This is an optimization exercise on Yosys and OpenROAD, whose aim is small area, a short achievable clock period and few clock cycles, not a production implementation. At most, simulation tests tie the RTL to the original design; equivalence was not proved. For run 1, only the layout was checked, not whether the RTL still works. Power and IR drop assume default switching activity.

$ cat design/flow/design.v
module dec9 (
    input  wire       clk,
    input  wire       rst,
    input  wire       req_valid,
    output wire       req_ready,
    input  wire [7:0] req_p,
    input  wire [7:0] req_s,
    input  wire       in_valid,
    output wire       in_ready,
    input  wire [7:0] in_data,
    output wire       out_valid,
    input  wire       out_ready,
    output wire [7:0] out_char,
    output wire       out_last,
    output wire [3:0] out_fault,
    output wire [1:0] out_status,
    output wire       out_sign,
    output wire [6:0] out_intg,
    output wire [6:0] out_frac,
    output wire [3:0] out_len
);
    localparam [3:0] F_NONE        = 4'd0;
    localparam [3:0] F_BADNUMBER   = 4'd1;
    localparam [3:0] F_BADPARAM    = 4'd3;
    localparam [3:0] F_EMPTYDIGITS = 4'd7;
    localparam [3:0] F_GROUPRANGE  = 4'd8;
    localparam [1:0] ST_OK        = 2'd0;
    localparam [1:0] ST_TRUNCATED = 2'd1;
    localparam [1:0] ST_OVERFLOW  = 2'd2;
    localparam [31:0] GMAX = 32'd999999999;
    localparam [3:0] DEPTH = 4'd8;
    localparam P_IDLE = 0;
    localparam P_S0   = 1;     
    localparam P_S1   = 2;     
    localparam P_S2   = 3;     
    localparam P_S3   = 4;     
    localparam P_READ = 5;     
    localparam [2:0] K_IP   = 3'd0;   
    localparam [2:0] K_IF   = 3'd1;   
    localparam [2:0] K_FF   = 3'd2;   
    localparam [2:0] K_FP   = 3'd3;   
    localparam [2:0] K_NONE = 3'd4;   
    localparam [1:0] NX_REC = 2'd0;   
    localparam [1:0] NX_GRP = 2'd1;   
    localparam [1:0] NX_DOT = 2'd2;   
    function [2:0] dig2bytes(input [3:0] d);
        case (d)
            4'd0:    dig2bytes = 3'd0;
            4'd1:    dig2bytes = 3'd1;
            4'd2:    dig2bytes = 3'd1;
            4'd3:    dig2bytes = 3'd2;
            4'd4:    dig2bytes = 3'd2;
            4'd5:    dig2bytes = 3'd3;
            4'd6:    dig2bytes = 3'd3;
            default: dig2bytes = 3'd4;
        endcase
    endfunction
    function [31:0] pow10(input [3:0] k);
        case (k)
            4'd0:    pow10 = 32'd1;
            4'd1:    pow10 = 32'd10;
            4'd2:    pow10 = 32'd100;
            4'd3:    pow10 = 32'd1000;
            4'd4:    pow10 = 32'd10000;
            4'd5:    pow10 = 32'd100000;
            4'd6:    pow10 = 32'd1000000;
            4'd7:    pow10 = 32'd10000000;
            4'd8:    pow10 = 32'd100000000;
            default: pow10 = 32'd1000000000;
        endcase
    endfunction
    function [4:0] div9(input [7:0] v);
        reg [13:0] m;
        begin
            m = {6'd0, v} * 14'd57;        
            div9 = m[13:9];
        end
    endfunction
    function [3:0] mod9(input [7:0] v);
        reg [4:0] t;                       
        begin
            t = {3'd0, v[7:6]} + {2'd0, v[2:0]} + (5'd9 - {2'd0, v[5:3]});
            if (t >= 5'd18)
                t = t - 5'd18;
            else if (t >= 5'd9)
                t = t - 5'd9;
            mod9 = t[3:0];
        end
    endfunction
    function [6:0] bcd6(input [5:0] v);
        case (v)
            6'd0: bcd6 = 7'h00;
            6'd1: bcd6 = 7'h01;
            6'd2: bcd6 = 7'h02;
            6'd3: bcd6 = 7'h03;
            6'd4: bcd6 = 7'h04;
            6'd5: bcd6 = 7'h05;
            6'd6: bcd6 = 7'h06;
            6'd7: bcd6 = 7'h07;
            6'd8: bcd6 = 7'h08;
            6'd9: bcd6 = 7'h09;
            6'd10: bcd6 = 7'h10;
            6'd11: bcd6 = 7'h11;
            6'd12: bcd6 = 7'h12;
            6'd13: bcd6 = 7'h13;
            6'd14: bcd6 = 7'h14;
            6'd15: bcd6 = 7'h15;
            6'd16: bcd6 = 7'h16;
            6'd17: bcd6 = 7'h17;
            6'd18: bcd6 = 7'h18;
            6'd19: bcd6 = 7'h19;
            6'd20: bcd6 = 7'h20;
            6'd21: bcd6 = 7'h21;
            6'd22: bcd6 = 7'h22;
            6'd23: bcd6 = 7'h23;
            6'd24: bcd6 = 7'h24;
            6'd25: bcd6 = 7'h25;
            6'd26: bcd6 = 7'h26;
            6'd27: bcd6 = 7'h27;
            6'd28: bcd6 = 7'h28;
            6'd29: bcd6 = 7'h29;
            6'd30: bcd6 = 7'h30;
            6'd31: bcd6 = 7'h31;
            6'd32: bcd6 = 7'h32;
            6'd33: bcd6 = 7'h33;
            6'd34: bcd6 = 7'h34;
            6'd35: bcd6 = 7'h35;
            6'd36: bcd6 = 7'h36;
            6'd37: bcd6 = 7'h37;
            6'd38: bcd6 = 7'h38;
            6'd39: bcd6 = 7'h39;
            6'd40: bcd6 = 7'h40;
            6'd41: bcd6 = 7'h41;
            6'd42: bcd6 = 7'h42;
            6'd43: bcd6 = 7'h43;
            6'd44: bcd6 = 7'h44;
            6'd45: bcd6 = 7'h45;
            6'd46: bcd6 = 7'h46;
            6'd47: bcd6 = 7'h47;
            6'd48: bcd6 = 7'h48;
            6'd49: bcd6 = 7'h49;
            6'd50: bcd6 = 7'h50;
            6'd51: bcd6 = 7'h51;
            6'd52: bcd6 = 7'h52;
            6'd53: bcd6 = 7'h53;
            6'd54: bcd6 = 7'h54;
            6'd55: bcd6 = 7'h55;
            6'd56: bcd6 = 7'h56;
            6'd57: bcd6 = 7'h57;
            6'd58: bcd6 = 7'h58;
            6'd59: bcd6 = 7'h59;
            6'd60: bcd6 = 7'h60;
            6'd61: bcd6 = 7'h61;
            6'd62: bcd6 = 7'h62;
            6'd63: bcd6 = 7'h63;
            default: bcd6 = 7'h00;
        endcase
    endfunction
    function [35:0] dab(input [35:0] b, input bit_in);
        integer i;
        reg [35:0] t;
        begin
            t = b;
            for (i = 0; i < 9; i = i + 1)
                if (b[4*i +: 4] >= 4'd5)
                    t[4*i +: 4] = b[4*i +: 4] + 4'd3;
            dab = {t[34:0], bit_in};
        end
    endfunction
    reg  [30:0] mem [0:7];
    reg  [2:0]  wp;           
    reg  [2:0]  wp_c;         
    reg  [2:0]  rp;           
    reg  [3:0]  used;         
    reg  [3:0]  avail;        
    reg         rq_v;
    reg  [7:0]  p_r, s_r;
    assign req_ready = !rq_v;
    reg  [5:0]  ps;
    reg         bad_r;
    reg         in_rdy;        
    reg         cap_first;     
    reg  [7:0]  p_left;        
    reg  [7:0]  skip_left;     
    reg         n_ip;
    reg  [3:0]  n_if;
    reg  [3:0]  n_ff;
    reg         n_fp;
    reg  [1:0]  fbyte;
    reg  [3:0]  intg0x_r;
    reg  [3:0]  frac0x_r;
    reg         primed;        
    reg         d_fld;         
    reg         d_first;       
    reg         d_last;        
    reg  [1:0]  d_kind;
    reg  [7:0]  d_tb;          
    reg         d_w3;          
    reg         d_abz;         
    reg  [31:0] fr;            
    reg         c_gt, c_eq;    
    reg         c_z;           
    reg         scaling;
    reg  [3:0]  sc_k;
    reg         b_v;           
    reg  [7:0]  x;
    reg         bn_r;          
    reg  [1:0]  status_r;
    reg         sign_r;
    reg  [6:0]  intg_r;
    reg  [6:0]  frac_r;
    reg  [3:0]  len_r;
    reg         range_err;
    reg         q_v;
    reg  [3:0]  q_fault;
    reg  [1:0]  q_status;
    reg         q_sign;
    reg  [6:0]  q_intg;
    reg  [6:0]  q_frac;
    reg  [3:0]  q_len;
    wire [4:0]  intg0 = skip_left[4:0];
    wire [4:0]  frac0 = p_left[4:0];
    wire [5:0]  intg1 = {1'b0, intg0} + (intg0x_r != 4'd0 ? 6'd1 : 6'd0);
    wire [5:0]  frac1 = {1'b0, frac0} + (frac0x_r != 4'd0 ? 6'd1 : 6'd0);
    wire [7:0]  lsize = {1'b0, intg0, 2'b00} + {5'd0, dig2bytes(intg0x_r)}
                      + {1'b0, frac0, 2'b00} + {5'd0, dig2bytes(frac0x_r)};
    wire        overflow = intg1 > 6'd9;
    wire        truncate = !overflow && (intg1 + frac1 > 6'd9);
    wire [7:0]  ovf_skip = {5'd0, dig2bytes(intg0x_r)} + {1'b0, intg0 - 5'd9, 2'b00};
    wire [3:0]  trunc_ff = 4'd9 - intg1[3:0];
    wire [7:0]  pl_lsize = fr[7:0];
    wire [7:0]  pl_skip  = fr[15:8];
    wire        pl_ovf   = fr[16];
    wire        pl_trunc = fr[17];
    wire [3:0]  pl_tff   = fr[21:18];
    wire [2:0] kind = n_ip           ? K_IP :
                      (n_if != 4'd0) ? K_IF :
                      (n_ff != 4'd0) ? K_FF :
                      n_fp           ? K_FP : K_NONE;
    wire [2:0] fwidth = (kind == K_IP) ? dig2bytes(intg0x_r) :
                        (kind == K_FP) ? dig2bytes(frac0x_r) : 3'd4;
    wire       field_end = ({1'b0, fbyte} == fwidth - 3'd1);
    wire [31:0] bound = (kind == K_IP) ? pow10(intg0x_r + 4'd1) : pow10(4'd9);
    wire [1:0]  bj    = fwidth[1:0] - 2'd1 - fbyte;     
    wire       adv_b  = b_v;                
    wire       step   = adv_b || (ps[P_READ] && !primed);
    wire       fill       = d_w3 && x[7];
    wire       gt_in      = d_first ? fill : c_gt;
    wire       eq_in      = d_first ? (d_abz && !fill) : c_eq;
    wire       z_in       = d_first || c_z;
    wire       gt_out     = gt_in || (eq_in && (x > d_tb));
    wire       eq_out     = eq_in && (x == d_tb);
    wire       z_out      = z_in && (x == 8'd0);
    wire       fbad       = gt_out || eq_out;
    wire       elide      = (len_r == 4'd0) && z_out && ((d_kind == K_IP[1:0]) || (d_kind == K_IF[1:0]));
    wire [31:0] fval      = {fr[23:0], x};
    wire       f_end      = adv_b && d_fld && d_last && !bn_r;
    wire       b_push     = f_end && !fbad && !elide && (d_kind != K_FP[1:0]);
    wire       sc_push    = scaling && (sc_k == 4'd0) && (used != DEPTH);
    wire       push       = b_push || sc_push;
    wire       wr_slot    = f_end || sc_push;
    wire [5:0]  wr_top    = scaling ? fr[29:24] : fr[21:16];
    wire [30:0] wr_data   = {bcd6(wr_top), scaling ? fr[23:0] : fval[23:0]};
    wire       take_byte  = in_valid && in_rdy;
    wire       parse_done = ps[P_READ] && (p_left == 8'd0) && !b_v && !scaling;
    wire [3:0] fin_fault  = bad_r                  ? F_BADPARAM :
                            bn_r                   ? F_BADNUMBER :
                            (len_r == 4'd0)        ? F_EMPTYDIGITS :
                            range_err              ? F_GROUPRANGE : F_NONE;
    wire       finish     = parse_done && !q_v;
    wire       rollback   = finish && (fin_fault != F_NONE);
    wire       commit     = finish && (fin_fault == F_NONE);
    assign in_ready = in_rdy;
    reg         ov, ol, oc5, oc4;    
    reg  [35:0] em;            
    reg  [3:0]  nleft;         
    reg  [3:0]  gleft;         
    reg  [1:0]  nx;
    reg  [3:0]  f_fault;
    reg  [1:0]  f_status;
    reg         f_sign;
    reg  [6:0]  f_intg;
    reg  [6:0]  f_frac;
    reg  [3:0]  f_len;
    reg         c_full;
    reg         c_spec;        
    reg  [3:0]  c_cnt;
    reg  [2:0]  c_nb;          
    reg  [35:0] cbcd;
    wire        c_done = c_full && (c_cnt == 4'd1);
    wire adv       = !ov || out_ready;
    wire unit_more = ov && (nleft != 4'd0);
    wire start_rec = adv && !unit_more && (nx == NX_REC) && q_v;
    wire em_take   = adv && !unit_more && c_done &&
                     ((nx == NX_GRP) || (start_rec && (q_fault == F_NONE) && !q_sign));
    wire c_start   = !c_full && (used != 4'd0) && !((avail == 4'd0) && finish);
    wire c_abort   = rollback && c_full && (c_cnt != 4'd1) && (avail == 4'd0);
    wire pop       = c_full && (c_cnt == 4'd2) && !c_abort;
    assign out_valid  = ov;
    assign out_last   = ol;
    assign out_char   = {2'b00, oc5, oc4, em[35:32]};
    assign out_fault  = f_fault;
    assign out_status = f_status;
    assign out_sign   = f_sign;
    assign out_intg   = f_intg;
    assign out_frac   = f_frac;
    assign out_len    = f_len;
    wire [3:0] used_inc = used + 4'd1;
    wire [3:0] used_dec = used - 4'd1;
    wire [3:0] used_rb  = used - len_r;
    wire [3:0] used_rbd = used - len_r - 4'd1;
    wire [3:0] used_n = rollback ? (c_spec ? 4'd0 : (pop ? used_rbd : used_rb)) :
                        (push && !pop) ? used_inc :
                        (pop && !push) ? used_dec : used;
    always @(posedge clk) begin
        if (wr_slot)
            mem[wp] <= wr_data;
    end
    always @(posedge clk) begin
        if (rst) begin
            wp    <= 3'd0;
            wp_c  <= 3'd0;
            rp    <= 3'd0;
            used  <= 4'd0;
            avail <= 4'd0;
        end else begin
            if (rollback)
                wp <= wp_c;
            else if (push)
                wp <= wp + 3'd1;
            if (commit)
                wp_c <= wp;
            if (rollback && c_spec)
                rp <= wp_c;
            else if (pop)
                rp <= rp + 3'd1;
            used <= used_n;
            if (commit)
                avail <= used - (pop ? 4'd1 : 4'd0);
            else if (pop && avail != 4'd0)
                avail <= avail - 4'd1;
        end
    end
    wire rd_n     = ps[P_S3] || (ps[P_READ] && !finish);
    wire pl_nz_n  = ps[P_S3] ? !bad_r :
                    take_byte ? (p_left != 8'd1) : (p_left != 8'd0);
    wire push_est = adv_b && d_fld && d_last && (d_kind != K_FP[1:0]);
    wire room_n   = ({1'b0, used} + {4'd0, push_est} + {4'd0, take_byte}) <= {1'b0, DEPTH - 4'd1};
    wire drain    = ps[P_READ] && primed &&
                    (bn_r || ((kind == K_NONE) && (b_v || take_byte || !d_fld)));
    always @(posedge clk) begin
        if (rst) begin
            ps      <= 6'd1 << P_IDLE;
            rq_v    <= 1'b0;
            in_rdy  <= 1'b0;
            b_v     <= 1'b0;
            scaling <= 1'b0;
            q_v     <= 1'b0;
        end else begin
            in_rdy <= rd_n && pl_nz_n && (room_n || drain);
            b_v    <= take_byte;
            if (req_valid && !rq_v)
                rq_v <= 1'b1;
            if (ps[P_S1])
                rq_v <= 1'b0;
            if (start_rec)
                q_v <= 1'b0;
            if (finish)
                q_v <= 1'b1;
            if (ps[P_IDLE] && rq_v) begin
                ps[P_IDLE] <= 1'b0;
                ps[P_S0]   <= 1'b1;
            end
            if (ps[P_S0]) begin
                ps[P_S0] <= 1'b0;
                ps[P_S1] <= 1'b1;
            end
            if (ps[P_S1]) begin
                ps[P_S1] <= 1'b0;
                ps[P_S2] <= 1'b1;
            end
            if (ps[P_S2]) begin
                ps[P_S2] <= 1'b0;
                ps[P_S3] <= 1'b1;
            end
            if (ps[P_S3]) begin
                ps[P_S3]   <= 1'b0;
                ps[P_READ] <= 1'b1;
            end
            if (scaling) begin
                if (sc_k == 4'd0 && used != DEPTH)
                    scaling <= 1'b0;
            end else if (adv_b && d_fld && d_last && !bn_r && !fbad && d_kind == K_FP[1:0]) begin
                scaling <= 1'b1;
            end
            if (finish) begin
                ps[P_READ] <= 1'b0;
                ps[P_S0]   <= rq_v;
                ps[P_IDLE] <= !rq_v;
            end
        end
    end
    always @(posedge clk) begin
        if (req_valid && !rq_v) begin
            p_r <= req_p;
            s_r <= req_s;
        end
        if (take_byte) begin
            x         <= in_data ^ {cap_first, 7'd0} ^ {8{cap_first ? ~in_data[7] : sign_r}};
            p_left    <= p_left - 8'd1;
            cap_first <= 1'b0;
            if (cap_first)
                sign_r <= ~in_data[7];
        end
        if (step) begin
            primed  <= 1'b1;
            d_fld   <= (skip_left == 8'd0) && (kind != K_NONE);
            d_first <= (fbyte == 2'd0);
            d_last  <= field_end;
            d_kind  <= kind[1:0];
            d_tb    <= bound[{bj, 3'b000} +: 8];
            d_w3    <= (fwidth == 3'd3);
            d_abz   <= (fwidth == 3'd4) || ((bound >> {fwidth[1:0], 3'b000}) == 32'd0);
            if (skip_left != 8'd0) begin
                skip_left <= skip_left - 8'd1;
            end else if (kind != K_NONE) begin
                if (field_end) begin
                    fbyte <= 2'd0;
                    case (kind)
                        K_IP: n_ip <= 1'b0;
                        K_IF: n_if <= n_if - 4'd1;
                        K_FF: n_ff <= n_ff - 4'd1;
                        default: n_fp <= 1'b0;
                    endcase
                end else begin
                    fbyte <= fbyte + 2'd1;
                end
            end
        end
        if (ps[P_S0]) begin
            bad_r <= (p_r == 8'd0) || (s_r > p_r);
            p_r   <= p_r - s_r;
        end
        if (ps[P_S1]) begin
            skip_left <= {3'd0, div9(p_r)};
            p_left    <= {3'd0, div9(s_r)};
            intg0x_r  <= mod9(p_r);
            frac0x_r  <= mod9(s_r);
            intg_r    <= p_r[6:0];
            frac_r    <= s_r[6:0];
            bn_r      <= 1'b0;
            len_r     <= 4'd0;
            range_err <= 1'b0;
            cap_first <= 1'b1;
            primed    <= 1'b0;
            fbyte     <= 2'd0;
            fr        <= 32'd0;
        end
        if (ps[P_S2]) begin
            fr <= {11'd0, trunc_ff, truncate, overflow, ovf_skip, lsize};
        end
        if (ps[P_S3]) begin
            fr <= 32'd0;
            if (bad_r) begin
                p_left    <= 8'd0;
                skip_left <= 8'd0;
                n_ip      <= 1'b0;
                n_if      <= 4'd0;
                n_ff      <= 4'd0;
                n_fp      <= 1'b0;
            end else begin
                p_left <= pl_lsize;
                if (pl_ovf) begin
                    skip_left <= pl_skip;
                    n_ip      <= 1'b0;
                    n_if      <= 4'd9;
                    n_ff      <= 4'd0;
                    n_fp      <= 1'b0;
                    intg0x_r  <= 4'd0;
                    frac0x_r  <= 4'd0;
                    status_r  <= ST_OVERFLOW;
                    intg_r    <= 7'd81;
                    frac_r    <= 7'd0;
                end else if (pl_trunc) begin
                    skip_left <= 8'd0;
                    n_ip      <= (intg0x_r != 4'd0);
                    n_if      <= intg0[3:0];
                    n_ff      <= pl_tff;
                    n_fp      <= 1'b0;
                    frac0x_r  <= 4'd0;
                    status_r  <= ST_TRUNCATED;
                    frac_r    <= {pl_tff, 3'b000} + {3'd0, pl_tff};
                end else begin
                    skip_left <= 8'd0;
                    n_ip      <= (intg0x_r != 4'd0);
                    n_if      <= intg0[3:0];
                    n_ff      <= frac0[3:0];
                    n_fp      <= (frac0x_r != 4'd0);
                    status_r  <= ST_OK;
                end
            end
        end
        if (ps[P_READ]) begin
            if (scaling) begin
                if (sc_k != 4'd0) begin
                    fr   <= {fr[28:0], 3'b000} + {fr[30:0], 1'b0};
                    sc_k <= sc_k - 4'd1;
                end else if (used != DEPTH) begin
                    len_r <= len_r + 4'd1;
                    if (fr > GMAX)
                        range_err <= 1'b1;
                end
            end else if (adv_b && d_fld) begin
                c_gt <= gt_out;
                c_eq <= eq_out;
                c_z  <= z_out;
                if (d_last) begin
                    fr <= 32'd0;
                    if (!bn_r) begin
                        if (fbad) begin
                            bn_r <= 1'b1;
                        end else if (d_kind == K_FP[1:0]) begin
                            fr   <= fval;
                            sc_k <= 4'd9 - frac0x_r;
                        end else if (elide) begin
                            intg_r <= intg_r - ((d_kind == K_IP[1:0]) ? {3'd0, intg0x_r} : 7'd9);
                        end else begin
                            len_r <= len_r + 4'd1;
                        end
                    end
                end else begin
                    fr <= fval;
                end
            end
        end
        if (finish) begin
            q_fault  <= fin_fault;
            q_status <= status_r;
            q_sign   <= sign_r;
            q_intg   <= intg_r;
            q_frac   <= frac_r;
            q_len    <= len_r;
        end
    end
    wire [30:0] rd = mem[rp];
    wire [35:0] c0 = {29'd0, rd[30:24]};
    wire [35:0] c3 = dab(dab(dab(cbcd, c_nb[2]), c_nb[1]), c_nb[0]);
    reg  [2:0]  nb_next;
    always @(*) begin
        case (c_cnt[2:0])
            3'd0:    nb_next = rd[20:18];       
            3'd7:    nb_next = rd[17:15];
            3'd6:    nb_next = rd[14:12];
            3'd5:    nb_next = rd[11:9];
            3'd4:    nb_next = rd[8:6];
            3'd3:    nb_next = rd[5:3];
            default: nb_next = rd[2:0];         
        endcase
    end
    always @(posedge clk) begin
        if (rst) begin
            c_full <= 1'b0;
            c_spec <= 1'b0;
        end else begin
            if ((rollback && c_spec) || c_abort) begin
                c_full <= 1'b0;
                c_spec <= 1'b0;
            end else if (c_start) begin
                c_full <= 1'b1;
                c_spec <= 1'b0;
            end else begin
                if (em_take)
                    c_full <= 1'b0;
                if (pop)
                    c_spec <= (avail == 4'd0) && !commit;
                else if (commit)
                    c_spec <= 1'b0;
            end
        end
    end
    always @(posedge clk) begin
        if (c_start) begin
            c_cnt <= 4'd8;
            cbcd  <= c0;
            c_nb  <= rd[23:21];
        end else if (c_full && c_cnt != 4'd1) begin
            cbcd  <= c3;
            c_nb  <= nb_next;
            c_cnt <= c_cnt - 4'd1;
        end
    end
    always @(posedge clk) begin
        if (rst) begin
            ov <= 1'b0;
            ol <= 1'b0;
            nx <= NX_REC;
            nleft <= 4'd0;
        end else if (adv) begin
            if (unit_more) begin
                nleft <= nleft - 4'd1;
                ol    <= (nleft == 4'd1) && (gleft == 4'd0);
            end else begin
                case (nx)
                NX_GRP: begin
                    ov <= c_done;
                    if (c_done) begin
                        ol    <= 1'b0;
                        nleft <= 4'd8;
                        nx    <= (gleft == 4'd1) ? NX_REC : NX_DOT;
                    end
                end
                NX_DOT: begin
                    ov    <= 1'b1;
                    ol    <= 1'b0;
                    nleft <= 4'd0;
                    nx    <= NX_GRP;
                end
                default: begin
                    ol <= 1'b0;
                    ov <= 1'b0;
                    if (q_v) begin
                        nleft <= 4'd0;
                        if (q_fault != F_NONE) begin
                            ov <= 1'b1;
                            ol <= 1'b1;
                        end else if (q_sign) begin
                            ov <= 1'b1;
                            nx <= NX_GRP;
                        end else begin
                            ov <= c_done;
                            nx <= NX_GRP;
                            if (c_done) begin
                                nleft <= 4'd8;
                                nx    <= (q_len == 4'd1) ? NX_REC : NX_DOT;
                            end
                        end
                    end
                end
                endcase
            end
        end
    end
    always @(posedge clk) begin
        if (adv) begin
            if (unit_more) begin
                em  <= {em[31:0], em[3:0]};
                oc4 <= 1'b1;
            end else begin
                case (nx)
                NX_GRP: begin
                    if (c_done) begin
                        em    <= c3;
                        oc5   <= 1'b1;
                        oc4   <= 1'b1;
                        gleft <= gleft - 4'd1;
                    end
                end
                NX_DOT: begin
                    em[35:32] <= 4'hE;
                    oc5 <= 1'b1;
                    oc4 <= 1'b0;
                end
                default: begin
                    if (q_v) begin
                        f_fault  <= q_fault;
                        f_status <= q_status;
                        f_sign   <= q_sign;
                        f_intg   <= q_intg;
                        f_frac   <= q_frac;
                        f_len    <= q_len;
                        if (q_fault != F_NONE) begin
                            em[35:32] <= 4'h0;
                            oc5 <= 1'b0;
                            oc4 <= 1'b0;
                        end else if (q_sign) begin
                            em[35:32] <= 4'hD;
                            oc5   <= 1'b1;
                            oc4   <= 1'b0;
                            gleft <= q_len;
                        end else if (c_done) begin
                            em    <= c3;
                            oc5   <= 1'b1;
                            oc4   <= 1'b1;
                            gleft <= q_len - 4'd1;
                        end else begin
                            gleft <= q_len;
                        end
                    end
                end
                endcase
            end
        end
    end
endmodule
$ cat design/flow/flow/run.sh
#!/bin/bash
# The standard layout (the standard.sh: ORFS synthesis to finish), with
# the port buffers made of buf_2 cells in place of the default pick, and
# ORFS's timing repair aiming past the clock period (slack margin).
set -euo pipefail
export BUFFER_PORTS_ARGS="-buffer_cell sky130_fd_sc_hd__buf_2"
export SETUP_SLACK_MARGIN=7.7
bash standard.sh > standard.log 2>&1
$ cat design/flow/standard.sh
#!/bin/bash
# synth_recipe.tcl (not shown) runs the flow's synth.tcl, then flattens the netlist and writes it again
# the make line also repeats each setting of config.mk as NAME=value (left out here)
make -C /OpenROAD-flow-scripts/flow DESIGN_CONFIG=/design/flow/config.mk WORK_HOME=/design/flow/orfs CLKGATE_MAP_FILE= SYNTH_SCRIPT=/design/flow/synth_recipe.tcl "${@:-finish}"
$ cat design/flow/config.mk
export PLATFORM = sky130hd
export DESIGN_NAME = dec9
export DESIGN_NICKNAME = dec9
export VERILOG_FILES = /design/flow/design.v
export SDC_FILE = /design/flow/constraint.sdc
export NUM_CORES = 4
export LEC_CHECK = 0
export CAP_MARGIN = 20
export CORE_MARGIN = 2
export CORE_UTILIZATION = 65
export SLEW_MARGIN = 20
$ cat design/flow/constraint.sdc
create_clock -name core_clock -period 12.0 [get_ports {clk}]
set_input_delay 2.4000 -clock core_clock [delete_from_list [all_inputs] [get_ports {clk}]]
set_output_delay 2.4000 -clock core_clock [all_outputs]
set_load 0.01 [all_outputs]
==> results of run 1 <==
critical path, stage by stage, from the launching register on:
cell	delay, ns
dfxtp_1	0.57
inv_1	0.17
ha_1	0.32
nor3_1	0.28
nand2_1	0.08
nand2_1	0.12
fa_1	0.42
inv_1	0.08
fa_1	0.24
inv_1	0.07
ha_1	0.28
a21o_1	0.18
a21oi_1	0.21
o21bai_1	0.10
a21oi_1	0.18
xor2_1	0.16
a221oi_1	0.10
a2111oi_2	0.30
worst paths after layout:
kind	slack (ns)	depth (start not counted)	start	end
worst min-delay path	0.41	0	q_intg[1]	f_intg[1]
worst min register to register	0.41	0	q_intg[1]	f_intg[1]
worst max register to register	8.03	17	intg0x_r[1]	fr[7]
worst max-delay path	8.03	17	intg0x_r[1]	fr[7]
stage by stage:
stage	power [W]	utilization, %	setup slack (ns)	std cells
finish	0.00655	70.9	8.03	3744
global route	0.00692	70.9	7.73	3744
global placement	0.00458	67.0	7.76	3636
CTS	0.00655	70.9	8.02	3744
detailed placement	0.00469	67.1	7.74	3637
floorplan	0.00411	-	7.90	2990
registers in the layout, indices dropped and copies added (netlist names), 6 cells and up, named ones only:
name	count
p_left	8
d_tb	8
f_frac	7
p_r	8
q_intg	7
skip_left	8
em	32
x	8
fr	32
frac_r	7
intg_r	7
q_frac	7
cbcd	36
f_intg	7
mem	248
s_r	8
ps	6
metal layers:
| layer | track usage [%] | wire [µm] |
|---|---|---|
| met1 | 39.2 | 33000 |
| met2 | 54.4 | 40900 |
| met3 | 3.88 | 4600 |
| met4 | 11.7 | 3240 |
| met5 | 0 | 0 |
area by class of cell:
| cell class | count | area, µm² |
|---|---|---|
| clock buffer | 71 | 1530 |
| clock inverter | 36 | 412 |
| fill | 3660 | 14900 |
| inverter | 199 | 747 |
| multi-input combinational | 2105 | 16600 |
| sequential | 564 | 15600 |
| tap | 680 | 851 |
| timing repair buffer | 89 | 523 |
kinds of logic (layout without fill, tap and decap cells):
kind of cell	count (synthesis)	in the layout
flops	564	564
compound gates	683	683
other cells	1	2
mux	221	221
simple gates	755	755
buf+inv	321	395
xor+xnor	149	149
fa+ha+maj	295	295
cells in the final DEF, fill, tap and decap left out, types with 36 or more instances in the layout:
cell | synthesis | routed
mux2i_1 | 89 | 88
buf_2 | 14 | 63
nand2_1 | 221 | 221
a21oi_1 | 178 | 178
nand3_1 | 67 | 67
clkbuf_16 | 0 | 59
nor2_1 | 191 | 185
dfxtp_1 | 138 | 132
xnor2_1 | 102 | 102
edfxtp_1 | 426 | 426
nand2b_1 | 49 | 49
fa_1 | 36 | 36
mux4_2 | 64 | 64
o21ai_0 | 175 | 173
mux2_2 | 63 | 63
inv_1 | 199 | 199
a21o_1 | 39 | 39
nor3_1 | 59 | 57
nor2b_1 | 39 | 39
ha_1 | 259 | 259
xor2_1 | 45 | 45
repair_timing:
action	in CTS	in global routing
endpoints found under the setup margin	0	1
endpoints found under the hold margin	0	0
gates resized for setup	0	1
buffers inserted	0	0
where the power goes:
part / switching (W) / internal (W)
registers: 0.000196 / 0.00227
logic: 0.00133 / 0.000905
clock network: 0.000789 / 0.00106
==> impl_metrics.py, run 1 <==
metrics = {
    "timing": {
        "maxSlewViolCount": 0,
        "fmax_mhz": 252,
        "whs_ns": 0.411,
        "worst_pin_slew_ns": 1.07,
        "rsz0062_at_grt": "no",
        "fin_crit_ns": 3.97,
        "fin_crit_sh_pct": 33.1,
        "setup_viol": 0,
        "slew_headroom_pct": 27.7,
        "fin_setup_tns_ns": 0,
        "skew_ns": 0.0544,
        "hold_viol": 0,
    },
    "run_status": {
        "outcome": "timing/DRC/antenna clean",
    },
    "synth": {
        "avgSynthCellArea_um2": 11.2,
        "syn_inst": 2989,
        "yosys.cell_types.count": 107,
        "synth_xor_xnor_area_share_pct": 3.95,
        "ys.flop_type": "edfxtp_1",
        "yosys.area_share.adder_pct": 11.9,
        "yosys-top-cells-area": "edfxtp_1 38%, ha_1 9.7%, dfxtp_1 8.3%",
        "yosysTopAreaCellShare_pct": 38.3,
        "async_flop_share_pct": 0,
        "synth-seq-area-share_pct": 46.6,
        "yosys.area_share.simple_pct": 11.0,
        "synth.area.mux_share_pct": 9.42,
        "synthesis.area_um2": 33400,
        "synth_edf_count": 426,
        "synth_top_family_by_area": "compound AO/OA/AOI/OAI gates",
        "yosys-top-cells-count": "426 x edfxtp_1, 259 x ha_1, 221 x nand2_1",
        "ys_seq_elements": 564,
        "synth_most_common_cell": "edfxtp_1",
        "ys_warn_count": 1,
        "synth_top_cell_by_area": "edfxtp_1",
        "synth_compound_area_share_pct": 13.2,
    },
    "clocking": {
        "numCtsBuffers": 58,
        "cts_tree": "done",
        "cts_buffer_depth": 3,
        "cts.sinks": 564,
        "clk_latency_ns": 0.65,
        "clk_pin_slew_ns": 0.06,
        "htree_levels": 2,
        "cts_hold_buf": 0,
        "cts-root-buf": "clkbuf_16",
    },
    "power_and_ir_drop": {
        "leakage_nw": 13.9,
        "power.density_nw_per_um2": 181,
        "ir_drop_mv": 0.133,
    },
    "layout": {
        "nets": 3341,
        "diodes": 0,
        "area_growth_pct": 8.48,
        "drive_above_1_share_pct": 12.1,
        "fin_area_um2": 36200,
    },
    "worst_setup_path": {
        "cp-end-kind": "flip-flop",
        "worstPathArrival_ns": 4.51,
        "critPathMaxFanout": 12,
        "crit_type": "reg2reg",
        "setup.worst_path.start_class": "flip-flop",
        "crit_required_ns": 12.54,
    },
    "routing": {
        "drc": 0,
        "dr.pass1.iters": 6,
        "wl_per_cell_um": 21.8,
        "initialDrtViolationCount": 1839,
        "avgViaCountPerCell": 6.30,
        "vias": 23600,
        "routed_wl_um": 81700,
        "ant_nets": 0,
    },
    "floorplan": {
        "initial_core_util_pct": 65.3,
        "ioPinCount": 66,
        "core-area_um2": 51100,
        "dieArea_um2": 53200,
        "fp.dieW_um": 231,
        "placementRows": 83,
        "fp.dieH_um": 231,
    },
    "run": {
        "drv_cap": 0,
    },
    "global_route": {
        "first_global_vias": 23700,
        "grt_start_max_net_pins": 55,
        "grt_pass1_wl_um": 129000,
        "groute.usage.overall_pct": 31.0,
        "grt_overflow": 0,
        "antenna_found_initial": 0,
    },
    "hold_path": {
        "hp-class": "reg2reg",
    },
    "placed_design": {
        "hpwl_um": 56000,
        "gp_congestion": 0.938,
        "placed_area_um2": 34300,
        "port-buffer-count": 63,
    },
}
==> run 2, diff against run 1 <==
--- a/design/flow/design.v
+++ b/design/flow/design.v
@@ -35,6 +35,7 @@
     localparam P_S2   = 3;     
     localparam P_S3   = 4;     
     localparam P_READ = 5;     
+    localparam P_S1B  = 6;     
     localparam [2:0] K_IP   = 3'd0;   
     localparam [2:0] K_IF   = 3'd1;   
     localparam [2:0] K_FF   = 3'd2;   
@@ -76,17 +77,6 @@
             div9 = m[13:9];
         end
     endfunction
-    function [3:0] mod9(input [7:0] v);
-        reg [4:0] t;                       
-        begin
-            t = {3'd0, v[7:6]} + {2'd0, v[2:0]} + (5'd9 - {2'd0, v[5:3]});
-            if (t >= 5'd18)
-                t = t - 5'd18;
-            else if (t >= 5'd9)
-                t = t - 5'd9;
-            mod9 = t[3:0];
-        end
-    endfunction
     function [6:0] bcd6(input [5:0] v);
         case (v)
             6'd0: bcd6 = 7'h00;
@@ -156,18 +146,24 @@
             default: bcd6 = 7'h00;
         endcase
     endfunction
+    function [3:0] adj3(input [3:0] d);
+        begin
+            adj3[3] = d[3] | (d[2] & d[0]) | (d[2] & d[1]);
+            adj3[2] = (d[2] & ~d[1] & ~d[0]) | (d[3] & d[0]);
+            adj3[1] = (d[1] & ~d[2]) | (d[1] & d[0]) | (d[3] & ~d[0]);
+            adj3[0] = (~d[3] & ~d[2] & d[0]) | (d[2] & d[1] & ~d[0]) | (d[3] & ~d[0]);
+        end
+    endfunction
     function [35:0] dab(input [35:0] b, input bit_in);
         integer i;
         reg [35:0] t;
         begin
-            t = b;
             for (i = 0; i < 9; i = i + 1)
-                if (b[4*i +: 4] >= 4'd5)
-                    t[4*i +: 4] = b[4*i +: 4] + 4'd3;
+                t[4*i +: 4] = adj3(b[4*i +: 4]);
             dab = {t[34:0], bit_in};
         end
     endfunction
-    reg  [30:0] mem [0:7];
+    reg  [29:0] mem [0:7];
     reg  [2:0]  wp;           
     reg  [2:0]  wp_c;         
     reg  [2:0]  rp;           
@@ -176,7 +172,7 @@
     reg         rq_v;
     reg  [7:0]  p_r, s_r;
     assign req_ready = !rq_v;
-    reg  [5:0]  ps;
+    reg  [6:0]  ps;
     reg         bad_r;
     reg         in_rdy;        
     reg         cap_first;     
@@ -218,17 +214,19 @@
     reg  [6:0]  q_intg;
     reg  [6:0]  q_frac;
     reg  [3:0]  q_len;
+    wire [7:0]  i0x_w = p_r - {skip_left[4:0], 3'b000} - {3'd0, skip_left[4:0]};
+    wire [7:0]  f0x_w = s_r - {p_left[4:0], 3'b000} - {3'd0, p_left[4:0]};
     wire [4:0]  intg0 = skip_left[4:0];
     wire [4:0]  frac0 = p_left[4:0];
     wire [5:0]  intg1 = {1'b0, intg0} + (intg0x_r != 4'd0 ? 6'd1 : 6'd0);
     wire [5:0]  frac1 = {1'b0, frac0} + (frac0x_r != 4'd0 ? 6'd1 : 6'd0);
-    wire [7:0]  lsize = {1'b0, intg0, 2'b00} + {5'd0, dig2bytes(intg0x_r)}
-                      + {1'b0, frac0, 2'b00} + {5'd0, dig2bytes(frac0x_r)};
+    wire [7:0]  ls_grp = {1'b0, intg0 + frac0, 2'b00};
+    wire [3:0]  ls_lft = {1'b0, dig2bytes(intg0x_r)} + {1'b0, dig2bytes(frac0x_r)};
     wire        overflow = intg1 > 6'd9;
     wire        truncate = !overflow && (intg1 + frac1 > 6'd9);
     wire [7:0]  ovf_skip = {5'd0, dig2bytes(intg0x_r)} + {1'b0, intg0 - 5'd9, 2'b00};
     wire [3:0]  trunc_ff = 4'd9 - intg1[3:0];
-    wire [7:0]  pl_lsize = fr[7:0];
+    wire [7:0]  pl_lsize = fr[7:0] + {4'd0, fr[25:22]};
     wire [7:0]  pl_skip  = fr[15:8];
     wire        pl_ovf   = fr[16];
     wire        pl_trunc = fr[17];
@@ -259,8 +257,7 @@
     wire       sc_push    = scaling && (sc_k == 4'd0) && (used != DEPTH);
     wire       push       = b_push || sc_push;
     wire       wr_slot    = f_end || sc_push;
-    wire [5:0]  wr_top    = scaling ? fr[29:24] : fr[21:16];
-    wire [30:0] wr_data   = {bcd6(wr_top), scaling ? fr[23:0] : fval[23:0]};
+    wire [29:0] wr_data   = scaling ? fr[29:0] : fval[29:0];
     wire       take_byte  = in_valid && in_rdy;
     wire       parse_done = ps[P_READ] && (p_left == 8'd0) && !b_v && !scaling;
     wire [3:0] fin_fault  = bad_r                  ? F_BADPARAM :
@@ -350,7 +347,7 @@
                     (bn_r || ((kind == K_NONE) && (b_v || take_byte || !d_fld)));
     always @(posedge clk) begin
         if (rst) begin
-            ps      <= 6'd1 << P_IDLE;
+            ps      <= 7'd1 << P_IDLE;
             rq_v    <= 1'b0;
             in_rdy  <= 1'b0;
             b_v     <= 1'b0;
@@ -361,7 +358,7 @@
             b_v    <= take_byte;
             if (req_valid && !rq_v)
                 rq_v <= 1'b1;
-            if (ps[P_S1])
+            if (ps[P_S1B])
                 rq_v <= 1'b0;
             if (start_rec)
                 q_v <= 1'b0;
@@ -376,8 +373,12 @@
                 ps[P_S1] <= 1'b1;
             end
             if (ps[P_S1]) begin
-                ps[P_S1] <= 1'b0;
-                ps[P_S2] <= 1'b1;
+                ps[P_S1]  <= 1'b0;
+                ps[P_S1B] <= 1'b1;
+            end
+            if (ps[P_S1B]) begin
+                ps[P_S1B] <= 1'b0;
+                ps[P_S2]  <= 1'b1;
             end
             if (ps[P_S2]) begin
                 ps[P_S2] <= 1'b0;
@@ -444,8 +445,6 @@
         if (ps[P_S1]) begin
             skip_left <= {3'd0, div9(p_r)};
             p_left    <= {3'd0, div9(s_r)};
-            intg0x_r  <= mod9(p_r);
-            frac0x_r  <= mod9(s_r);
             intg_r    <= p_r[6:0];
             frac_r    <= s_r[6:0];
             bn_r      <= 1'b0;
@@ -456,8 +455,12 @@
             fbyte     <= 2'd0;
             fr        <= 32'd0;
         end
+        if (ps[P_S1B]) begin
+            intg0x_r <= i0x_w[3:0];
+            frac0x_r <= f0x_w[3:0];
+        end
         if (ps[P_S2]) begin
-            fr <= {11'd0, trunc_ff, truncate, overflow, ovf_skip, lsize};
+            fr <= {6'd0, ls_lft, trunc_ff, truncate, overflow, ovf_skip, ls_grp};
         end
         if (ps[P_S3]) begin
             fr <= 32'd0;
@@ -542,8 +545,8 @@
             q_len    <= len_r;
         end
     end
-    wire [30:0] rd = mem[rp];
-    wire [35:0] c0 = {29'd0, rd[30:24]};
+    wire [29:0] rd = mem[rp];
+    wire [35:0] c0 = {29'd0, bcd6(rd[29:24])};
     wire [35:0] c3 = dab(dab(dab(cbcd, c_nb[2]), c_nb[1]), c_nb[0]);
     reg  [2:0]  nb_next;
     always @(*) begin
==> design/flow/flow/run.sh (replaced) <==
#!/bin/bash
# The standard layout (the standard.sh: ORFS synthesis to finish), with
# the port buffers made of buf_2 cells in place of the default pick.
set -euo pipefail
export BUFFER_PORTS_ARGS="-buffer_cell sky130_fd_sc_hd__buf_2"
bash standard.sh > standard.log 2>&1
==> impl_metrics.py, run 2 <==
metrics = {
    "run_status": {
        "outcome": "timing/DRC/antenna clean",
    },
    "synth": {
        "avgSynthCellArea_um2": 10.6,
        "ys_warn_count": 1,
        "synthesis.area_um2": 33300,
        "async_flop_share_pct": 0,
        "yosys-top-cells-area": "edfxtp_1 38%, dfxtp_1 8.4%, ha_1 6.9%",
        "synth_edf_count": 418,
        "synth_top_cell_by_area": "edfxtp_1",
        "yosys-top-cells-count": "418 x edfxtp_1, 251 x nand2_1, 227 x nor2_1",
        "yosys.cell_types.count": 104,
        "ys_seq_elements": 557,
        "ys.flop_type": "edfxtp_1",
        "yosysTopAreaCellShare_pct": 37.7,
        "synth-seq-area-share_pct": 46.1,
        "syn_inst": 3130,
        "synth_most_common_cell": "edfxtp_1",
    },
    "timing": {
        "maxSlewViolCount": 0,
        "fin_crit_sh_pct": 33.1,
        "worst_slack_ns": 8.03,
        "skew_ns": 0.0393,
        "fin_crit_ns": 3.97,
        "rsz0062_at_grt": "no",
        "hold_viol": 0,
        "fin_setup_tns_ns": 0,
        "fmax_mhz": 252,
        "worst_pin_slew_ns": 1.03,
        "slew_headroom_pct": 30.8,
        "setup_viol": 0,
    },
    "layout": {
        "fill_cells": 3601,
        "diodes": 0,
        "mostFrequentLayoutCell": "edfxtp_1",
        "top_regs": "mem: 240 flops, cbcd: 36 flops",
        "drive_above_1_share_pct": 11.9,
        "top_register": "mem",
        "nets": 3337,
        "largest_reg_flops": 240,
        "stdcell_count": 3813,
        "area_growth_pct": 7.93,
        "final_cell_mix": "418 x edfxtp_1, 251 x nand2_1, 220 x nor2_1",
        "multi_input_area_um2": 16600,
        "fin_area_um2": 35900,
        "seq_area_um2": 15300,
    },
    "power_and_ir_drop": {
        "power.total_w": 0.00628,
        "switching_share_pct": 35.5,
        "p_sw_w": 0.00223,
        "p_clk_share_pct": 30.2,
        "power.density_nw_per_um2": 175,
        "comb_power_share_pct": 29.6,
        "p_int_w": 0.00404,
        "ir_drop_mv": 0.130,
        "leakage_nw": 12.9,
        "p_seq_share_pct": 40.2,
    },
    "worst_setup_path": {
        "cp.buffers_inverters": 0,
        "r2r_slack_ns": 8.03,
        "crit_required_ns": 12.33,
        "cp-end-kind": "flip-flop",
        "crit_type": "reg2reg",
        "r2r-end": "p_left[4]",
        "critical_path.top_delay_family": "adder cells",
        "r2r-start": "s_r[1]",
        "reg2reg_depth": 12,
        "cpMaxStageDelayCell": "fa_1",
        "critPathMaxFanout": 8,
        "worstPathArrival_ns": 4.31,
        "path_cells": "fa_1 -> fa_1 -> ha_1 -> ha_1 -> nand4_1 -> o21bai_1 -> a21o_1 -> a2111oi_0 -> nor3_1 -> a31oi_1 -> xnor2_1 -> o21ai_0",
        "setup.worst_path.start_class": "flip-flop",
        "critical-path-max-stage-delay_ns": 0.65,
    },
    "placed_design": {
        "placed_area_um2": 33900,
        "dp.cells": 3704,
        "hpwl_um": 57600,
        "gp_congestion": 0.922,
        "port-buffer-count": 63,
        "dp_slack_ns": 7.53,
    },
    "hold_path": {
        "worstHoldStart": "q_frac[1]",
        "holdPathStages": 0,
        "hp-class": "reg2reg",
        "min_to": "f_frac[1]",
    },
    "floorplan": {
        "placementRows": 82,
        "ioPinCount": 66,
        "dieArea_um2": 53000,
        "initial_core_util_pct": 66.1,
        "fp.dieH_um": 230,
        "core-area_um2": 50400,
        "fp.dieW_um": 230,
    },
    "global_route": {
        "grt_overflow": 0,
        "antenna_found_initial": 1,
        "grt_start_max_net_pins": 60,
        "grt_pass1_wl_um": 135000,
        "groute.usage.overall_pct": 32.0,
        "first_global_vias": 24500,
    },
    "clocking": {
        "cts_buffer_depth": 3,
        "cts_tree": "done",
        "clk_latency_ns": 0.64,
        "cts-root-buf": "clkbuf_16",
        "cts.sinks": 557,
        "cts_setup_buffers": 0,
        "numCtsBuffers": 57,
        "cts_resized": 0,
        "clk_pin_slew_ns": 0.06,
        "cts_hold_buf": 0,
        "htree_levels": 2,
    },
    "run": {
        "drv_cap": 0,
    },
    "routing": {
        "ant_nets": 0,
        "dr.pass1.iters": 6,
        "drc": 0,
        "vias": 25400,
        "avgViaCountPerCell": 6.66,
        "initialDrtViolationCount": 2665,
        "wl_per_cell_um": 22.3,
        "routed_wl_um": 85100,
    },
}
[run 2: cell types whose count changed after synthesis, sizes merged, moves of 15 or more]
| cell | delta |
|---|---|
| ha | -76 |
| clkbuf | +59 |
| mux2i | -44 |
| inv | -43 |
| nor2 | +37 |
| nand2 | +30 |
| a211oi | +26 |
| a31oi | +21 |
| nor3 | +21 |
| nand2b | -15 |
[run 2: layout make-up]
class,count,share of cell area [%]
Clock buffer,64,4.16
Inverter,159,1.67
Sequential cell,557,42.7
Clock inverter,44,1.48
Tap cell,672,2.34
Timing Repair Buffer,93,1.50
Multi-Input combinational cell,2224,46.1
[run 2: worst max path at each step]
stage	from	cells past startpoint	to	slack, ns
5_1_grt	s_r[1]	12	p_left[4]	7.75
6_report	s_r[1]	12	p_left[4]	8.03
3_5_place_dp	out_ready	4	f_intg[1]	7.53
2_1_floorplan	out_ready	3	f_fault[0]	7.76
3_3_place_gp	out_ready	4	f_intg[1]	7.66
4_1_cts	s_r[1]	12	p_left[4]	8.02
[run 2: worst reg2reg max path: cells and delay by family, from the launching register on]
family / cells / cell delay (ns)
adder cells (fa/ha/maj): 4 / 1.70
AND/OR/NAND/NOR: 2 / 0.27
flip-flops: 1 / 0.61
XOR/XNOR: 1 / 0.15
AO/OA/AOI/OAI: 5 / 0.99
[run 2: logic make-up after synthesis]
kind of cell,Yosys count,synth area share (%)
and+or+nand+nor,857,12.3
AOI/OAI and AO/OA,834,16.9
DFF,557,46.1
buffers and inverters,350,4.26
adders and majority gates,218,8.93
muxes,167,7.66
xor gates and xnor gates,146,3.86
other,1,0.0113
[run 2: per-layer routing]
metal  vias to the layer above  track usage (%)  wire, µm
met5                         -                0        49
met1                     12400             44.4     35400
met3                       155             3.71      6120
met2                      1114             52.9     41300
li1                      11700                -         -
met4                         2             10.2      2250
[run 2: per-stage QoR]
| stage | hold WS, ns | util [%] |
|---|---|---|
| 2_1_floorplan | 0.400 | - |
| 4_1_cts | 0.396 | 71.3 |
| 3_3_place_gp | 0.403 | 67.3 |
| 3_5_place_dp | 0.405 | 67.3 |
| 5_1_grt | 0.397 | 71.3 |
| 6_report | 0.400 | 71.3 |
[run 2: power by group through the flow]
stage	logic (W)	clock network, W	registers [W]
detailed placement	0.00181	0	0.00255
CTS	0.00183	0.00191	0.00251
global route	0.00207	0.00198	0.00255
floorplan	0.00160	0	0.00232
global placement	0.00176	0	0.00254
finish	0.00186	0.00189	0.00253
Testbench counts of run 2, summed over its fixed seeds: cycles 91,325.
==> run 3, diff against run 2 <==
==> design/flow/flow/run.sh (replaced) <==
#!/bin/bash
# The standard layout (the standard.sh: ORFS synthesis to finish), with
# the port buffers made of buf_2 cells in place of the default pick, and
# ORFS's timing repair aiming past the clock period (slack margin).
set -euo pipefail
export BUFFER_PORTS_ARGS="-buffer_cell sky130_fd_sc_hd__buf_2"
export SETUP_SLACK_MARGIN=8.4
bash standard.sh > standard.log 2>&1
==> impl_metrics.py, run 3 <==
metrics = {
    "floorplan": {
        "placementRows": 82,
        "core-area_um2": 50400,
        "initial_core_util_pct": 66.1,
        "dieArea_um2": 53000,
        "fp.dieW_um": 230,
        "ioPinCount": 66,
        "fp.dieH_um": 230,
    },
    "layout": {
        "final_cell_mix": "418 x edfxtp_1, 250 x nand2_1, 219 x nor2_1",
        "largest_reg_flops": 240,
        "mostFrequentLayoutCell": "edfxtp_1",
        "stdcell_count": 3843,
        "top_register": "mem",
        "drive_above_1_share_pct": 13.6,
        "nets": 3370,
        "fin_area_um2": 36400,
        "top_regs": "mem: 240 flops, cbcd: 36 flops",
        "area_growth_pct": 9.29,
    },
    "worst_setup_path": {
        "r2r-start": "p_r[2]",
        "crit_required_ns": 9.60,
        "setup.worst_path.start_class": "flip-flop",
        "critical_path.top_delay_family": "flip-flops",
        "r2r_slack_ns": 8.44,
        "critPathMaxFanout": 2,
        "cpMaxStageDelayCell": "edfxtp_1",
        "r2r-end": "skip_left[4]",
        "crit_type": "reg2out",
        "cp-end-kind": "primary output",
        "cp.buffers_inverters": 1,
        "critical-path-max-stage-delay_ns": 0.40,
        "path_cells": "buf_2",
        "path_depth": 1,
        "worstPathArrival_ns": 1.18,
        "reg2reg_depth": 11,
    },
    "routing": {
        "dr_wl_met3_um": 6420,
        "drt-met1-wl_um": 34800,
        "dr.pass1.iters": 7,
        "avgViaCountPerCell": 6.61,
        "wl_per_cell_um": 22.1,
        "vias": 25400,
        "initialDrtViolationCount": 2388,
        "highest_layer": "met5",
        "routed_wl_um": 84800,
        "dr_wl_met2_um": 41300,
        "drc": 0,
        "ant_nets": 0,
    },
    "timing": {
        "worst_slack_ns": 8.42,
        "setup_viol": 0,
        "fin_crit_sh_pct": 29.8,
        "slew_headroom_pct": 27.6,
        "fin_crit_ns": 3.58,
        "maxSlewViolCount": 0,
        "hold_viol": 0,
        "fin_setup_tns_ns": 0,
        "skew_ns": 0.0245,
        "fmax_mhz": 279,
        "worst_pin_slew_ns": 1.08,
        "rsz0062_at_grt": "yes",
    },
    "clocking": {
        "cts-root-buf": "clkbuf_16",
        "cts.sinks": 557,
        "clk_pin_slew_ns": 0.06,
        "cts_buffer_depth": 3,
        "htree_levels": 2,
        "clk_latency_ns": 0.63,
        "cts_hold_buf": 0,
        "numCtsBuffers": 56,
        "cts_tree": "done",
    },
    "hold_path": {
        "holdPathStages": 0,
        "hp-class": "reg2reg",
        "worstHoldStart": "q_frac[0]",
        "min_to": "f_frac[0]",
    },
    "global_route": {
        "grt_pass1_wl_um": 133000,
        "groute.usage.overall_pct": 31.7,
        "antenna_found_initial": 2,
        "grt_overflow": 0,
        "first_global_vias": 24300,
        "grt_start_max_net_pins": 59,
    },
    "placed_design": {
        "hpwl_um": 57700,
        "dp_slack_ns": 7.96,
        "port-buffer-count": 63,
        "dp.cells": 3702,
        "gp_congestion": 0.954,
        "placed_area_um2": 33900,
    },
    "run": {
        "drv_cap": 0,
    },
    "synth": {
        "ys_seq_elements": 557,
        "ys_warn_count": 1,
        "yosys-top-cells-area": "edfxtp_1 38%, dfxtp_1 8.4%, ha_1 6.9%",
        "synth_top_cell_by_area": "edfxtp_1",
        "synthesis.area_um2": 33300,
        "synth_edf_count": 418,
        "synth-seq-area-share_pct": 46.1,
        "synth_most_common_cell": "edfxtp_1",
        "synth_xor_xnor_area_share_pct": 3.86,
        "async_flop_share_pct": 0,
        "syn_inst": 3130,
        "avgSynthCellArea_um2": 10.6,
        "ys.flop_type": "edfxtp_1",
        "yosys.area_share.adder_pct": 8.93,
        "synth.area.mux_share_pct": 7.66,
        "yosys.area_share.simple_pct": 12.3,
        "synth_compound_area_share_pct": 16.9,
        "yosys.cell_types.count": 104,
        "yosysTopAreaCellShare_pct": 37.7,
        "yosys-top-cells-count": "418 x edfxtp_1, 251 x nand2_1, 227 x nor2_1",
        "synth_top_family_by_area": "compound AO/OA/AOI/OAI gates",
    },
    "power_and_ir_drop": {
        "comb_power_share_pct": 30.7,
        "power.density_nw_per_um2": 173,
        "p_clk_share_pct": 29.1,
        "ir_drop_mv": 0.170,
        "p_int_w": 0.00405,
        "p_seq_share_pct": 40.1,
        "power.total_w": 0.00629,
        "leakage_nw": 13.1,
        "p_sw_w": 0.00224,
        "switching_share_pct": 35.6,
    },
    "run_status": {
        "outcome": "timing/DRC/antenna clean",
    },
}
==> run 3: cell types whose count changed in the layout (fill, tap and decap cells not counted), moves of 5 or more <==
cell,change
buf_4,+29
clkinvlp_4,-9
dfxtp_1,-7
dfxtp_2,+7
ha_1,-6
clkbuf_1,+5
inv_1,-5
==> run 3: final cells by class <==
cell class	count	area, µm²
fill	3585	14000
inverter	159	606
sequential	557	15300
tap	672	841
multi-input combinational	2224	16800
clock inverter	37	488
timing repair buffer	127	845
clock buffer	66	1450
antenna	1	2.50
==> run 3: how the worst max path moves through the flow <==
| stage | end | slack [ns] | from |
|---|---|---|---|
| final | out_char[5] | 8.42 | oc5 |
| after global routing | skip_left[4] | 8.31 | p_r[1] |
| after CTS | out_char[5] | 8.38 | oc5 |
| after detailed placement | f_intg[2] | 7.96 | out_ready |
| after global placement | f_intg[1] | 8.00 | out_ready |
| after floorplan | flip-flop | 8.38 | out_ready |
==> run 3: metrics by stage <==
| step | util [%] | hold slack [ns] |
|---|---|---|
| 2_1_floorplan | - | 0.400 |
| 3_3_place_gp | 67.3 | 0.402 |
| 3_5_place_dp | 67.4 | 0.405 |
| 4_1_cts | 71.6 | 0.416 |
| 5_1_grt | 72.2 | 0.427 |
| 6_report | 72.2 | 0.417 |
==> run 3: repair_timing <==
item,in CTS,in global routing
endpoints found under the setup margin,35,63
gates resized for setup,15,31
setup buffers,16,21
pin swaps,9,25
==> run 3: cell families (layout without fill, tap and decap cells) <==
group | after synthesis | after routing
compound gates | 834 | 834
xor+xnor | 146 | 146
fa+ha+maj | 218 | 218
buf+inv | 350 | 389
flops | 557 | 557
mux | 167 | 167
other cells | 1 | 3
simple gates | 857 | 857
==> run 3: power groups by stage <==
stage	sequential [W]	combinational, W	clock (W)
global route	0.00255	0.00214	0.00193
CTS	0.00251	0.00186	0.00185
floorplan	0.00232	0.00161	0
global placement	0.00255	0.00177	0
finish	0.00253	0.00193	0.00183
detailed placement	0.00255	0.00182	0
==> run 3: worst register-to-register path: stages (launching register included) <==
cell and delay, ns:
edfxtp_1 0.49, buf_6 0.17, fa_1 0.52, fa_1 0.42
ha_1 0.29, ha_1 0.29, a21o_1 0.23, a2111oi_4 0.33
nor3_2 0.10, a31oi_1 0.22, xnor2_1 0.14, o21ai_1 0.08
==> run 3: per-layer routing <==
| metal | global-route usage, % | vias up |
|---|---|---|
| li1 | - | 11800 |
| met1 | 43.2 | 12300 |
| met2 | 52.8 | 1147 |
| met3 | 4.95 | 179 |
| met4 | 9.07 | 2 |
| met5 | 0 | - |
==> run 4, diff against run 3 <==
--- a/design/flow/design.v
+++ b/design/flow/design.v
@@ -146,20 +146,14 @@
             default: bcd6 = 7'h00;
         endcase
     endfunction
-    function [3:0] adj3(input [3:0] d);
-        begin
-            adj3[3] = d[3] | (d[2] & d[0]) | (d[2] & d[1]);
-            adj3[2] = (d[2] & ~d[1] & ~d[0]) | (d[3] & d[0]);
-            adj3[1] = (d[1] & ~d[2]) | (d[1] & d[0]) | (d[3] & ~d[0]);
-            adj3[0] = (~d[3] & ~d[2] & d[0]) | (d[2] & d[1] & ~d[0]) | (d[3] & ~d[0]);
-        end
-    endfunction
     function [35:0] dab(input [35:0] b, input bit_in);
         integer i;
         reg [35:0] t;
         begin
+            t = b;
             for (i = 0; i < 9; i = i + 1)
-                t[4*i +: 4] = adj3(b[4*i +: 4]);
+                if (b[4*i +: 4] >= 4'd5)
+                    t[4*i +: 4] = b[4*i +: 4] + 4'd3;
             dab = {t[34:0], bit_in};
         end
     endfunction
@@ -197,7 +191,6 @@
     reg         c_gt, c_eq;    
     reg         c_z;           
     reg         scaling;
-    reg  [3:0]  sc_k;
     reg         b_v;           
     reg  [7:0]  x;
     reg         bn_r;          
@@ -254,7 +247,7 @@
     wire [31:0] fval      = {fr[23:0], x};
     wire       f_end      = adv_b && d_fld && d_last && !bn_r;
     wire       b_push     = f_end && !fbad && !elide && (d_kind != K_FP[1:0]);
-    wire       sc_push    = scaling && (sc_k == 4'd0) && (used != DEPTH);
+    wire       sc_push    = scaling && (frac0x_r == 4'd0) && (used != DEPTH);
     wire       push       = b_push || sc_push;
     wire       wr_slot    = f_end || sc_push;
     wire [29:0] wr_data   = scaling ? fr[29:0] : fval[29:0];
@@ -389,7 +382,7 @@
                 ps[P_READ] <= 1'b1;
             end
             if (scaling) begin
-                if (sc_k == 4'd0 && used != DEPTH)
+                if (frac0x_r == 4'd0 && used != DEPTH)
                     scaling <= 1'b0;
             end else if (adv_b && d_fld && d_last && !bn_r && !fbad && d_kind == K_FP[1:0]) begin
                 scaling <= 1'b1;
@@ -505,9 +498,9 @@
         end
         if (ps[P_READ]) begin
             if (scaling) begin
-                if (sc_k != 4'd0) begin
-                    fr   <= {fr[28:0], 3'b000} + {fr[30:0], 1'b0};
-                    sc_k <= sc_k - 4'd1;
+                if (frac0x_r != 4'd0) begin
+                    fr       <= {fr[28:0], 3'b000} + {fr[30:0], 1'b0};
+                    frac0x_r <= frac0x_r - 4'd1;
                 end else if (used != DEPTH) begin
                     len_r <= len_r + 4'd1;
                     if (fr > GMAX)
@@ -524,7 +517,7 @@
                             bn_r <= 1'b1;
                         end else if (d_kind == K_FP[1:0]) begin
                             fr   <= fval;
-                            sc_k <= 4'd9 - frac0x_r;
+                            frac0x_r <= 4'd9 - frac0x_r;    
                         end else if (elide) begin
                             intg_r <= intg_r - ((d_kind == K_IP[1:0]) ? {3'd0, intg0x_r} : 7'd9);
                         end else begin
--- a/design/flow/config.mk
+++ b/design/flow/config.mk
@@ -7,5 +7,7 @@
 export LEC_CHECK = 0
 export CAP_MARGIN = 20
 export CORE_MARGIN = 2
-export CORE_UTILIZATION = 65
+export CORE_UTILIZATION = 75
+export CTS_CLUSTER_DIAMETER = 100
+export CTS_CLUSTER_SIZE = 22
 export SLEW_MARGIN = 20
==> impl_metrics.py, run 4 <==
metrics = {
    "run_status": {
        "outcome": "timing/DRC/antenna clean",
    },
    "synth": {
        "synth.area.mux_share_pct": 9.18,
        "async_flop_share_pct": 0,
        "syn_inst": 2825,
        "ys.flop_type": "edfxtp_1",
        "synth_top_family_by_area": "compound AO/OA/AOI/OAI gates",
        "yosys.cell_types.count": 93,
        "yosys.area_share.simple_pct": 10.7,
        "synth_edf_count": 415,
        "yosysTopAreaCellShare_pct": 39.1,
        "avgSynthCellArea_um2": 11.3,
        "synth-seq-area-share_pct": 47.8,
        "yosys-top-cells-count": "415 x edfxtp_1, 243 x ha_1, 208 x nand2_1",
        "synth_most_common_cell": "edfxtp_1",
        "yosys.area_share.adder_pct": 11.6,
        "ys_seq_elements": 553,
        "ys_warn_count": 1,
        "synth_top_cell_by_area": "edfxtp_1",
        "yosys-top-cells-area": "edfxtp_1 39%, ha_1 9.5%, dfxtp_1 8.7%",
        "synthesis.area_um2": 31800,
        "synth_xor_xnor_area_share_pct": 4.36,
        "synth_compound_area_share_pct": 12.5,
    },
    "layout": {
        "drive_above_1_share_pct": 15.1,
        "nets": 3189,
        "top_register": "mem",
        "multi_input_area_um2": 15900,
        "fill_cells": 2393,
        "mostFrequentLayoutCell": "edfxtp_1",
        "fin_area_um2": 34300,
        "final_cell_mix": "415 x edfxtp_1, 231 x ha_1, 206 x nand2_1",
        "largest_reg_flops": 240,
        "seq_area_um2": 15200,
        "area_growth_pct": 7.74,
        "top_regs": "mem: 240 flops, cbcd: 36 flops, em: 36 flops",
    },
    "routing": {
        "avgViaCountPerCell": 6.80,
        "drc": 0,
        "ant_nets": 0,
        "initialDrtViolationCount": 2683,
        "wl_per_cell_um": 24.1,
        "vias": 23500,
        "routed_wl_um": 82900,
        "dr.pass1.iters": 6,
    },
    "timing": {
        "setup_viol": 0,
        "skew_ns": 0.0342,
        "fmax_mhz": 265,
        "slew_headroom_pct": 32.4,
        "hold_viol": 0,
        "fin_setup_tns_ns": 0,
        "fin_crit_ns": 3.77,
        "worst_pin_slew_ns": 0.986,
        "maxSlewViolCount": 0,
        "rsz0062_at_grt": "yes",
        "fin_crit_sh_pct": 31.4,
    },
    "floorplan": {
        "core-area_um2": 41900,
        "initial_core_util_pct": 75.9,
        "placementRows": 75,
        "ioPinCount": 66,
        "fp.dieH_um": 210,
        "dieArea_um2": 44100,
        "fp.dieW_um": 210,
    },
    "global_route": {
        "antenna_found_initial": 3,
        "grt_pass1_wl_um": 127000,
        "grt_start_max_net_pins": 58,
        "grt_overflow": 0,
        "groute.usage.overall_pct": 36.8,
        "first_global_vias": 23200,
    },
    "clocking": {
        "cts_tree": "done",
        "cts-root-buf": "clkbuf_16",
        "htree_levels": 1,
        "cts.sinks": 553,
        "clk_pin_slew_ns": 0.10,
        "clk_latency_ns": 0.62,
        "numCtsBuffers": 29,
        "cts_buffer_depth": 3,
    },
    "placed_design": {
        "gp_congestion": 1.00,
        "hpwl_um": 56900,
        "placed_area_um2": 32500,
        "port-buffer-count": 63,
    },
    "worst_setup_path": {
        "cpMostUsedCell": "a21oi_2",
        "setup.worst_path.start_class": "flip-flop",
        "r2r_slack_ns": 8.23,
        "r2r-end": "em[34]",
        "crit_type": "reg2reg",
        "critPathMaxFanout": 4,
        "worstPathArrival_ns": 4.22,
        "critical_path.top_delay_family": "multiplexers",
        "reg2reg_depth": 18,
        "crit_required_ns": 12.45,
        "cp-end-kind": "flip-flop",
        "path_cells": "inv_2 -> ha_2 -> nand2b_4 -> a21oi_2 -> mux2_2 -> a21oi_2 -> mux2i_2 -> inv_1 -> ha_4 -> nand2b_4 -> nand2_1 -> a21oi_2 -> a311oi_2 -> a21oi_2 -> mux2_2 -> nor2_1 -> a211oi_2 -> a21oi_1",
        "path_depth": 18,
        "critical-path-max-stage-delay_ns": 0.41,
        "cp.buffers_inverters": 2,
        "r2r-start": "cbcd[28]",
        "cpMaxStageDelayCell": "mux2_2",
    },
    "hold_path": {
        "hp-class": "reg2reg",
        "min_to": "f_intg[0]",
        "worstHoldStart": "q_intg[0]",
        "holdPathStages": 0,
    },
    "power_and_ir_drop": {
        "ir_drop_mv": 0.188,
        "leakage_nw": 12.9,
        "power.density_nw_per_um2": 172,
    },
    "run": {
        "drv_cap": 0,
    },
}
run 4: layer usage:
layer	GRT usage [%]	up-vias	wire length [µm]
met3	5.77	291	7620
li1	-	10500	-
met2	62.5	1322	40500
met4	15.9	2	3880
met5	0	-	13
met1	47.5	11400	30900
run 4: timing repair:
| action | 4_1_cts | 5_1_grt |
|---|---|---|
| hold buffers | 0 | 0 |
| cloned | 0 | 1 |
| buffers inserted | 21 | 38 |
| resized for setup | 28 | 85 |
| setup endpoints to repair | 89 | 120 |
| pin swaps | 6 | 42 |
run 4: kinds of logic after synthesis:
family | count (synthesis)
xor+xnor | 157
fa+ha+maj | 276
buf+inv | 295
flops | 553
simple gates | 712
mux | 201
compound gates | 630
other cells | 1
run 4: area by class of cell:
type | count | area share, %
diodes | 1 | 0.00729
clock buffers | 52 | 2.37
clock inverters | 2 | 0.0839
inverters | 177 | 1.95
multi-input cells | 1978 | 46.4
flip-flops and latches | 553 | 44.4
well taps | 539 | 1.97
repair buffers | 144 | 2.76
repair inverters | 1 | 0.0146
run 4: through the flow:
step | hold WS, ns | setup slack (ns) | power (W) | instances | utilization, %
floorplan | 0.400 | 8.41 | 0.00400 | 2826 | -
global placement | 0.403 | 8.11 | 0.00444 | 3332 | 77.6
detailed placement | 0.405 | 8.07 | 0.00457 | 3332 | 77.6
CTS | 0.425 | 8.22 | 0.00567 | 3407 | 80.2
global route | 0.431 | 8.12 | 0.00621 | 3447 | 81.8
finish | 0.426 | 8.23 | 0.00591 | 3447 | 81.8
run 4: worst max path at each step:
stage / slack (ns) / end / start
3_5_place_dp: 8.07 / em[0] / out_ready
2_1_floorplan: 8.41 / skip_left[4] / p_r[1]
3_3_place_gp: 8.11 / em[1] / out_ready
4_1_cts: 8.22 / used[3] / x[5]
5_1_grt: 8.12 / em[34] / cbcd[28]
6_report: 8.23 / em[34] / cbcd[28]
run 4: power by group:
group	internal (W)	switching (W)
clock network	0.000465	0.000608
registers	0.00218	0.000184
logic	0.00102	0.00145
total	0.00366	0.00225
Testbench counts of run 4, summed over its fixed seeds: cycles 91,325.

==> afterwards: timing with drivers on the ports <==
The results above use ideal ports. As a check the final layouts listed here were re-extracted and re-timed, cells and wires unchanged.
Step 1: set_driving_cell puts a clkbuf_16 on clk and a buf_2 on each other input, an assumption about the parent block.
Step 2, shift: input delay + t, output delay - t, t = (earliest + latest rising clock arrival at the registers) / 2. This alone moves slack from input paths to output paths.
Slacks: ideal ports / drivers / drivers and shift; pairs: ideal ports / drivers.
run	t (ns)	setup WS [ns]	hold slack, ns
run 1	0.683	8.032 / 8.032 / 7.753	0.411 / 0.411 / 0.411
run 2	0.681	8.027 / 8.027 / 7.602	0.400 / 0.400 / 0.400
run 3	0.680	8.418 / 8.356 / 7.910	0.417 / 0.417 / 0.417
run 4	0.657	8.233 / 8.233 / 8.056	0.426 / 0.426 / 0.426
After both steps every run listed still meets setup and hold. The setup slack of run 3, which loses most, moves by -0.062 ns with the drivers and by -0.508 ns with both steps.
